This is an optimization exercise on Yosys and OpenROAD, whose aim is a short achievable clock period and few clock cycles, not a production implementation. The RTL was checked by simulation tests, not by an equivalence proof against the original design. Power and IR drop assume default switching activity.

--- flow/config.mk ---
export PLATFORM = sky130hd
export DESIGN_NAME = zcs8_core
export DESIGN_NICKNAME = zcs8_core
export VERILOG_FILES = /design/flow/design.v
export SDC_FILE = /design/flow/constraint.sdc
export NUM_CORES = 4
export LEC_CHECK = 0
export CAP_MARGIN = 20
export CORE_MARGIN = 2
export CORE_UTILIZATION = 40
export SLEW_MARGIN = 20
--- flow/constraint.sdc ---
create_clock -name core_clock -period 10.0 [get_ports {clk}]
set_input_delay 2.0000 -clock core_clock [delete_from_list [all_inputs] [get_ports {clk}]]
set_output_delay 2.0000 -clock core_clock [all_outputs]
set_load 0.01 [all_outputs]
--- flow/design.v ---
module zcs8_core (
    input  wire        clk,
    input  wire        rst,
    output wire        imem_req,
    output wire [15:0] imem_addr,
    input  wire        imem_ack,
    input  wire [7:0]  imem_rdata,
    input  wire        imem_err,
    output wire        dmem_req,
    output wire        dmem_we,
    output wire [15:0] dmem_addr,
    output wire [7:0]  dmem_wdata,
    input  wire        dmem_ack,
    input  wire [7:0]  dmem_rdata,
    input  wire        dmem_err,
    output wire        halted,
    output wire        faulted,
    output wire [1:0]  fault_code,
    output wire        fault_ram,
    output wire        fault_write,
    output wire [15:0] fault_info,
    output wire [7:0]  reg_a,
    output wire [7:0]  reg_b,
    output wire [7:0]  reg_c,
    output wire [7:0]  reg_d,
    output wire [7:0]  reg_e,
    output wire [7:0]  reg_h,
    output wire [7:0]  reg_l,
    output wire [7:0]  reg_t,
    output wire [15:0] reg_sp,
    output wire [15:0] reg_pc,
    output wire        flag_z,
    output wire        flag_s,
    output wire        flag_p,
    output wire        flag_cy
);
    localparam [2:0] S_FETCH  = 3'd0,    
                     S_DECODE = 3'd1,    
                     S_IMM    = 3'd2,    
                     S_DMEM   = 3'd3,    
                     S_HALT   = 3'd4,
                     S_FAULT  = 3'd5;
    localparam [2:0] R_A = 3'd0, R_H = 3'd5, R_L = 3'd6;
    localparam [2:0] OP_ADD = 3'd0, OP_ADC = 3'd1, OP_SUB = 3'd2, OP_SBB = 3'd3,
                     OP_AND = 3'd4, OP_OR  = 3'd5, OP_XOR = 3'd6, OP_NOT = 3'd7;
    reg  [2:0]  state;
    reg  [7:0]  rf [0:6];           
    reg  [7:0]  t;
    reg  [15:0] sp;
    reg  [15:0] pc;
    reg         fz, fs, fp, fcy;
    reg  [7:0]  ir;
    reg  [15:0] daddr;
    reg         dwe;
    reg  [7:0]  dwdata;
    reg  [2:0]  ddest;              
    reg         dpush;              
    reg  [1:0]  fcode;
    reg         fram;
    reg         fwrite;
    reg  [15:0] finfo;
    wire [15:0] hl = {rf[R_H], rf[R_L]};
    wire [1:0] hi2 = ir[7:6];
    wire [2:0] src = ir[5:3];
    wire [2:0] ctl = ir[2:0];
    wire [1:0] fsel = ir[5:4];
    wire       sense = ir[3];
    wire is_ldi  = (hi2 == 2'b00) && (src == 3'd0) && (ctl != 3'd7);
    wire is_push = (hi2 == 2'b00) && (ctl == 3'd7) && (src != 3'd7);
    wire is_pop  = (hi2 == 2'b00) && (src == 3'd7) && (ctl != 3'd7);
    wire is_lsp  = (ir == 8'h3F);
    wire is_lpc  = (ir == 8'h24);
    wire is_mov  = (hi2 == 2'b01) && (src != 3'd7) && (ctl != 3'd7);
    wire is_stm  = (hi2 == 2'b01) && (ctl == 3'd7) && (src != 3'd7);
    wire is_ldm  = (hi2 == 2'b01) && (src == 3'd7) && (ctl != 3'd7);
    wire is_jmp  = (hi2 == 2'b11) && (ctl == 3'd4);
    wire is_hlt  = (ir == 8'hFF);
    wire is_alu  = ((hi2 == 2'b10) || ((hi2 == 2'b11) && (ctl != 3'd4) && !is_hlt))
                   && (src != 3'd7);
    wire alu_to_acc = (hi2 == 2'b10);
    wire [7:0] alu_a = rf[R_A];
    wire [7:0] alu_t = rf[src];
    reg  [9:0] inter;
    always @(*) begin
        case (ctl)
            OP_ADD: inter = {2'b00, alu_a} + {2'b00, alu_t};
            OP_ADC: inter = {2'b00, alu_a} + {2'b00, alu_t} + {9'd0, fcy};
            OP_SUB: inter = {2'b00, alu_a} - {2'b00, alu_t};
            OP_SBB: inter = {2'b00, alu_a} - {2'b00, alu_t} - {9'd0, fcy};
            OP_AND: inter = {2'b00, alu_a & alu_t};
            OP_OR:  inter = {2'b00, alu_a | alu_t};
            OP_XOR: inter = {2'b00, alu_a ^ alu_t};
            OP_NOT: inter = {2'b00, ~alu_a};
        endcase
    end
    wire alu_z  = (inter == 10'd0);
    wire alu_cy = inter[9] | inter[8];
    wire alu_s  = inter[7];
    wire alu_p  = ~inter[0];
    reg jflag;
    always @(*) begin
        case (fsel)
            2'd0: jflag = fz;
            2'd1: jflag = fs;
            2'd2: jflag = fp;
            default: jflag = fcy;
        endcase
    end
    integer i;
    always @(posedge clk) begin
        if (rst) begin
            state  <= S_FETCH;
            for (i = 0; i < 7; i = i + 1)
                rf[i] <= 8'h00;
            t      <= 8'h00;
            sp     <= 16'h0000;
            pc     <= 16'h0000;
            fz     <= 1'b0;
            fs     <= 1'b0;
            fp     <= 1'b0;
            fcy    <= 1'b0;
            ir     <= 8'h00;
            daddr  <= 16'h0000;
            dwe    <= 1'b0;
            dwdata <= 8'h00;
            ddest  <= 3'd0;
            dpush  <= 1'b0;
            fcode  <= 2'd0;
            fram   <= 1'b0;
            fwrite <= 1'b0;
            finfo  <= 16'h0000;
        end else begin
            case (state)
                S_FETCH: begin
                    if (imem_ack) begin
                        if (imem_err) begin
                            state <= S_FAULT;
                            fcode <= 2'd1;
                            finfo <= pc;
                        end else begin
                            ir    <= imem_rdata;
                            pc    <= pc + 16'd1;
                            state <= S_DECODE;
                        end
                    end
                end
                S_DECODE: begin
                    state <= S_FETCH;
                    if (is_ldi) begin
                        state <= S_IMM;
                    end else if (is_push) begin
                        daddr  <= sp;
                        dwe    <= 1'b1;
                        dwdata <= rf[src];
                        dpush  <= 1'b1;
                        state  <= S_DMEM;
                    end else if (is_pop) begin
                        sp     <= sp + 16'd1;
                        daddr  <= sp + 16'd1;
                        dwe    <= 1'b0;
                        ddest  <= ctl;
                        dpush  <= 1'b0;
                        state  <= S_DMEM;
                    end else if (is_lsp) begin
                        sp <= hl;
                    end else if (is_lpc) begin
                        pc <= hl;
                    end else if (is_mov) begin
                        t       <= rf[src];
                        rf[ctl] <= rf[src];
                    end else if (is_stm) begin
                        daddr  <= hl;
                        dwe    <= 1'b1;
                        dwdata <= rf[src];
                        dpush  <= 1'b0;
                        state  <= S_DMEM;
                    end else if (is_ldm) begin
                        daddr  <= hl;
                        dwe    <= 1'b0;
                        ddest  <= ctl;
                        dpush  <= 1'b0;
                        state  <= S_DMEM;
                    end else if (is_jmp) begin
                        if (jflag == sense)
                            pc <= hl;
                    end else if (is_hlt) begin
                        state <= S_HALT;
                    end else if (is_alu) begin
                        t   <= alu_t;
                        fz  <= alu_z;
                        fs  <= alu_s;
                        fp  <= alu_p;
                        fcy <= alu_cy;
                        if (alu_to_acc)
                            rf[R_A] <= inter[7:0];
                    end else begin
                        state <= S_FAULT;
                        fcode <= 2'd2;
                        finfo <= {8'h00, ir};
                    end
                end
                S_IMM: begin
                    if (imem_ack) begin
                        if (imem_err) begin
                            state <= S_FAULT;
                            fcode <= 2'd1;
                            finfo <= pc;
                        end else begin
                            rf[ctl] <= imem_rdata;
                            pc      <= pc + 16'd1;
                            state   <= S_FETCH;
                        end
                    end
                end
                S_DMEM: begin
                    if (dmem_ack) begin
                        if (dmem_err) begin
                            state  <= S_FAULT;
                            fcode  <= 2'd1;
                            fram   <= 1'b1;
                            fwrite <= dwe;
                            finfo  <= daddr;
                        end else begin
                            if (!dwe)
                                rf[ddest] <= dmem_rdata;
                            if (dpush)
                                sp <= sp - 16'd1;
                            state <= S_FETCH;
                        end
                    end
                end
                default: ;    
            endcase
        end
    end
    assign imem_req   = (state == S_FETCH) || (state == S_IMM);
    assign imem_addr  = pc;
    assign dmem_req   = (state == S_DMEM);
    assign dmem_we    = dwe;
    assign dmem_addr  = daddr;
    assign dmem_wdata = dwdata;
    assign halted      = (state == S_HALT);
    assign faulted     = (state == S_FAULT);
    assign fault_code  = fcode;
    assign fault_ram   = fram;
    assign fault_write = fwrite;
    assign fault_info  = finfo;
    assign reg_a  = rf[0];
    assign reg_b  = rf[1];
    assign reg_c  = rf[2];
    assign reg_d  = rf[3];
    assign reg_e  = rf[4];
    assign reg_h  = rf[5];
    assign reg_l  = rf[6];
    assign reg_t  = t;
    assign reg_sp = sp;
    assign reg_pc = pc;
    assign flag_z  = fz;
    assign flag_s  = fs;
    assign flag_p  = fp;
    assign flag_cy = fcy;
endmodule
--- flow/run.sh ---
#!/bin/bash
# synth_recipe.tcl (not shown) runs the flow's synth.tcl, then flattens the netlist and writes it again
# the make line also repeats each setting of config.mk as NAME=value (left out here)
make -C /OpenROAD-flow-scripts/flow DESIGN_CONFIG=/design/flow/config.mk WORK_HOME=/design/flow/orfs CLKGATE_MAP_FILE= SYNTH_SCRIPT=/design/flow/synth_recipe.tcl finish
==> out/results.txt <==
Pin count of the biggest net entering global routing -> 91
Switching portion of total power -> 0.349
WP data arrival -> 5.93 ns
Chip width -> 168 um
Top delay family on crit path -> compound AO/OA/AOI/OAI gates
GPL Wtd Cong -> 0.890
# setup viols final -> 0
Prevailing post-synth register cell -> dfxtp_1
Post-synthesis register bit count -> 171
Ys async rst share -> 0
CTS Hold Bufs -> 0
DR pass1 iterations -> 5
Routed WL per cell -> 21.7 um
CORE AREA -> 26200 um^2
Yosys warnings -> 1
Initial antenna violation count -> 0
Logic pwr share -> 0.271
WL final -> 37400 um
Final Hold Fails -> 0
Syn_nets -> 1312
Number of global-route vias before repair -> 9371
Hold Startpoint -> fram$_SDFFE_PP0P_
R2r setup slk -> 4.35 ns
Register area share after synthesis -> 0.371
Critical Path Start Type -> flop
Distinct cells, synth -> 87
Post-synth top area share -> 0.215
Post-route DRC -> 0
Reg2Reg Depth -> 13
Setup Fix Bufs, Post-CTS -> 0
Setup TNS -> 0 ns
Slew Viols, Final -> 0
Detail Placement HPWL -> 27400 um
Leakage -> 0.00467 uW
Maximum clock frequency -> 177 MHz
Filler cell count in the final layout -> 2465
Worst Path Required -> 10.28 ns
Pre-CTS setup slack -> 4.46 ns
Clk sink count -> 171
Fraction of layout cells with a size suffix above 1 -> 0.0715
# port buffers -> 186
Post-Synth Simple-Gate Area -> 0.206
Post-synthesis xor/xnor area fraction -> 0.0212
Clock Tree Root -> clkbuf_16
CTS HTree Levels -> 4
Io pins -> 187
DR vias -> 10200
Clock slew at reported path FFs -> 0.07 ns
P per Cell Area -> 155 nW/um^2
Hold EP -> fram$_SDFFE_PP0P_
Antenna-violating nets left -> 0
Sequential share of power -> 0.393
Slowest CP cell -> dfxtp_1
First-pass GRT wire length -> 56600 um
Combinational family with the most area after synthesis -> compound AO/OA/AOI/OAI gates
Nets -> 1430
Outcome -> finished clean
Fin crit share -> 0.565
CTS resizes -> 0
Critical Setup Path Class -> reg -> reg
WP buf/inv -> 1
Fin worst setup slack -> 4.35 ns
Chip Height -> 168 um
Ant. Diodes -> 0
Synth Area in Compound Gates -> 0.217
Worst Hold Depth -> 2
Initial DRC count -> 1035
Worst Hold Class -> reg -> reg
Crit. End Element -> flop
FP Rows -> 59
Net Switching -> 720 uW
Worst Path Max Fanout -> 16
EDFF count, synth -> 56
Post-synthesis cell area -> 10700 um^2
Cell taking the most area after synthesis -> dfxtp_1
Starting Density -> 0.409
Mean area per synthesized cell -> 8.56 um^2
Most frequent cells in the layout -> nor2_1, clkdlybuf4s50_1, dfxtp_1
GRT Overall Usage -> 0.262
Clock Path Buffers -> 2
Minimum clock period -> 5.65 ns
Peak VDD IR -> 0.102 mV
CP Cell Sequence -> mux4_2 > mux2i_1 > inv_1 > fa_1 > nor2_1 > o211ai_1 > a211oi_1 > nand2_1 > mux2i_1 > and3b_1 > o31ai_1 > o21ai_1 > nor2_1
Area Growth Syn to Fin -> 23.9%
RSZ-0062 raised after global routing -> no
Slew headroom -> 0.310
Internal -> 1340 uW
Total CTS buffers -> 17
Synth area leaders -> dfxtp_1, edfxtp_1, nor2_1
Maxcap violations -> 0
TritonCTS clock tree -> done
Crit Reg-Reg Endpoint -> rf[4][6]$_SDFFCE_PN0P_
Synth Area in Adders -> 0.0446
Critical Path Max Stage Delay -> 1.00 ns
Die area -> 28100 um^2
Multiplexer share of the synthesized area -> 0.0755
Slew @ Worst Pin -> 1.03 ns
Cells after synthesis -> 1253
Clock Skew -> 0.0158 ns
GRT overflow -> 0
Most common cell after layout, fill and taps aside -> nor2_1
Clock latency on the worst-skew pair -> 0.44 ns
Clk pwr share -> 0.336
Via density -> 5.92
-- cell type report --
type / count / area (um^2) / share of cell area
Sequential cell: 171 / 3980 / 0.300
Multi-Input combinational cell: 925 / 6090 / 0.458
Clock buffer: 17 / 425 / 0.0320
Tap cell: 335 / 419 / 0.0315
Clock inverter: 15 / 185 / 0.0139
Timing Repair Buffer: 203 / 1990 / 0.150
Inverter: 53 / 199 / 0.0150
-- routing by layer --
layer	vias up	share of wire	global-route usage
met2	482	0.45	0.396
met5	-	0	0
met3	42	0.085	0.0496
met1	4879	0.45	0.383
li1	4777	-	-
met4	0	0.020	0.0696
-- tightest hold or removal path, delay by kind of cell (launching register included) --
family | cells | cell delay, ns
flip-flops | 1 | 0.31
buffers and inverters | 1 | 0.05
AO/OA/AOI/OAI | 1 | 0.05
-- how the worst max path moves through the flow --
stage	startpoint	to	depth (start not counted)
after CTS	flop	rf[4][6]$_SDFFCE_PN0P_	13
after global placement	rst	rf[5][7]$_DFFE_PP_	6
after floorplan	rst	rf[0][0]$_SDFFCE_PN0P_	9
after detailed placement	flop	rf[1][6]$_SDFFCE_PN0P_	13
after global routing	flop	rf[0][6]$_SDFFCE_PN0P_	13
final	flop	rf[4][6]$_SDFFCE_PN0P_	13
-- kinds of logic (layout without fill, tap and decap cells) --
family,Yosys count,in the layout
DFF,171,171
adders and majority gates,37,37
muxes,57,57
buffers and inverters,157,288
xor gates and xnor gates,26,26
AOI/OAI and AO/OA,339,339
and+or+nand+nor,466,466
-- per-stage QoR --
stage / util / area [um^2] / hold WS, ns / power, uW / std cells
global route: 0.507 / 13300 / 0.504 / 2160 / 1719
detailed placement: 0.484 / 12700 / 0.443 / 1380 / 1686
finish: 0.507 / 13300 / 0.450 / 2060 / 1719
global placement: 0.483 / 12700 / 0.434 / 1380 / 1686
CTS: 0.507 / 13300 / 0.453 / 2060 / 1718
floorplan: - / 10700 / 0.461 / 1180 / 1253
-- synthesized netlist by cell type, types with 15 or more instances --
| cell | instances |
|---|---|
| a211oi_1 | 46 |
| a21oi_1 | 57 |
| a22oi_1 | 27 |
| and3_1 | 16 |
| buf_2 | 15 |
| buf_4 | 16 |
| clkbuf_1 | 67 |
| dfxtp_1 | 115 |
| edfxtp_1 | 56 |
| ha_1 | 35 |
| inv_1 | 50 |
| mux2i_1 | 37 |
| mux4_2 | 19 |
| nand2_1 | 107 |
| nand2b_1 | 19 |
| nand3_1 | 27 |
| nor2_1 | 192 |
| nor3_1 | 20 |
| o211ai_1 | 18 |
| o21ai_0 | 73 |
| o22ai_1 | 18 |
| xnor2_1 | 16 |
-- sequential cells by signal, indices dropped and copies added (netlist names), named ones only --
signal	cells
fram	1
daddr	16
fwrite	1
rf	64
t	8
ddest	3
fcode	2
sp	16
ir	8
fz	1
state	3
finfo	16
fs	1
fp	1
pc	16
dwdata	8
dwe	1
dpush	1
fcy	1
-- power by group through the flow --
stage          registers [uW]  clock network [uW]  logic (uW)
2_1_floorplan             803                   0         380
3_3_place_gp              827                   0         548
3_5_place_dp              827                   0         550
4_1_cts                   811                 698         553
5_1_grt                   819                 729         608
6_report                  812                 693         560
Testbench counts, summed over its fixed seeds: cycles 470,128.

[what the ideal ports hide]
No port has a modelled driver above. Below, the same layout with a new extraction and two added sets of constraints. Step 1 sets driving cells, clkbuf_16 on the clock port and buf_2 on the other inputs (assumed; they add their load-dependent delay and slew). Step 2 also shifts input and output timing later by t, the mid clock arrival at the registers, as if the neighbouring blocks saw the same clock. a / b / c = no drivers / after step 1 / after step 2; a / b = the first two.
t, ns: 0.486
setup slack, ns: 4.352 / 4.352 / 4.352
hold slack, ns: 0.450 / 0.450 / 0.450
worst setup path at the end: register to register
After both steps this run still meets setup and hold. For this run, drivers alone change the setup slack by 0.000 ns; drivers and shift together by 0.000 ns.
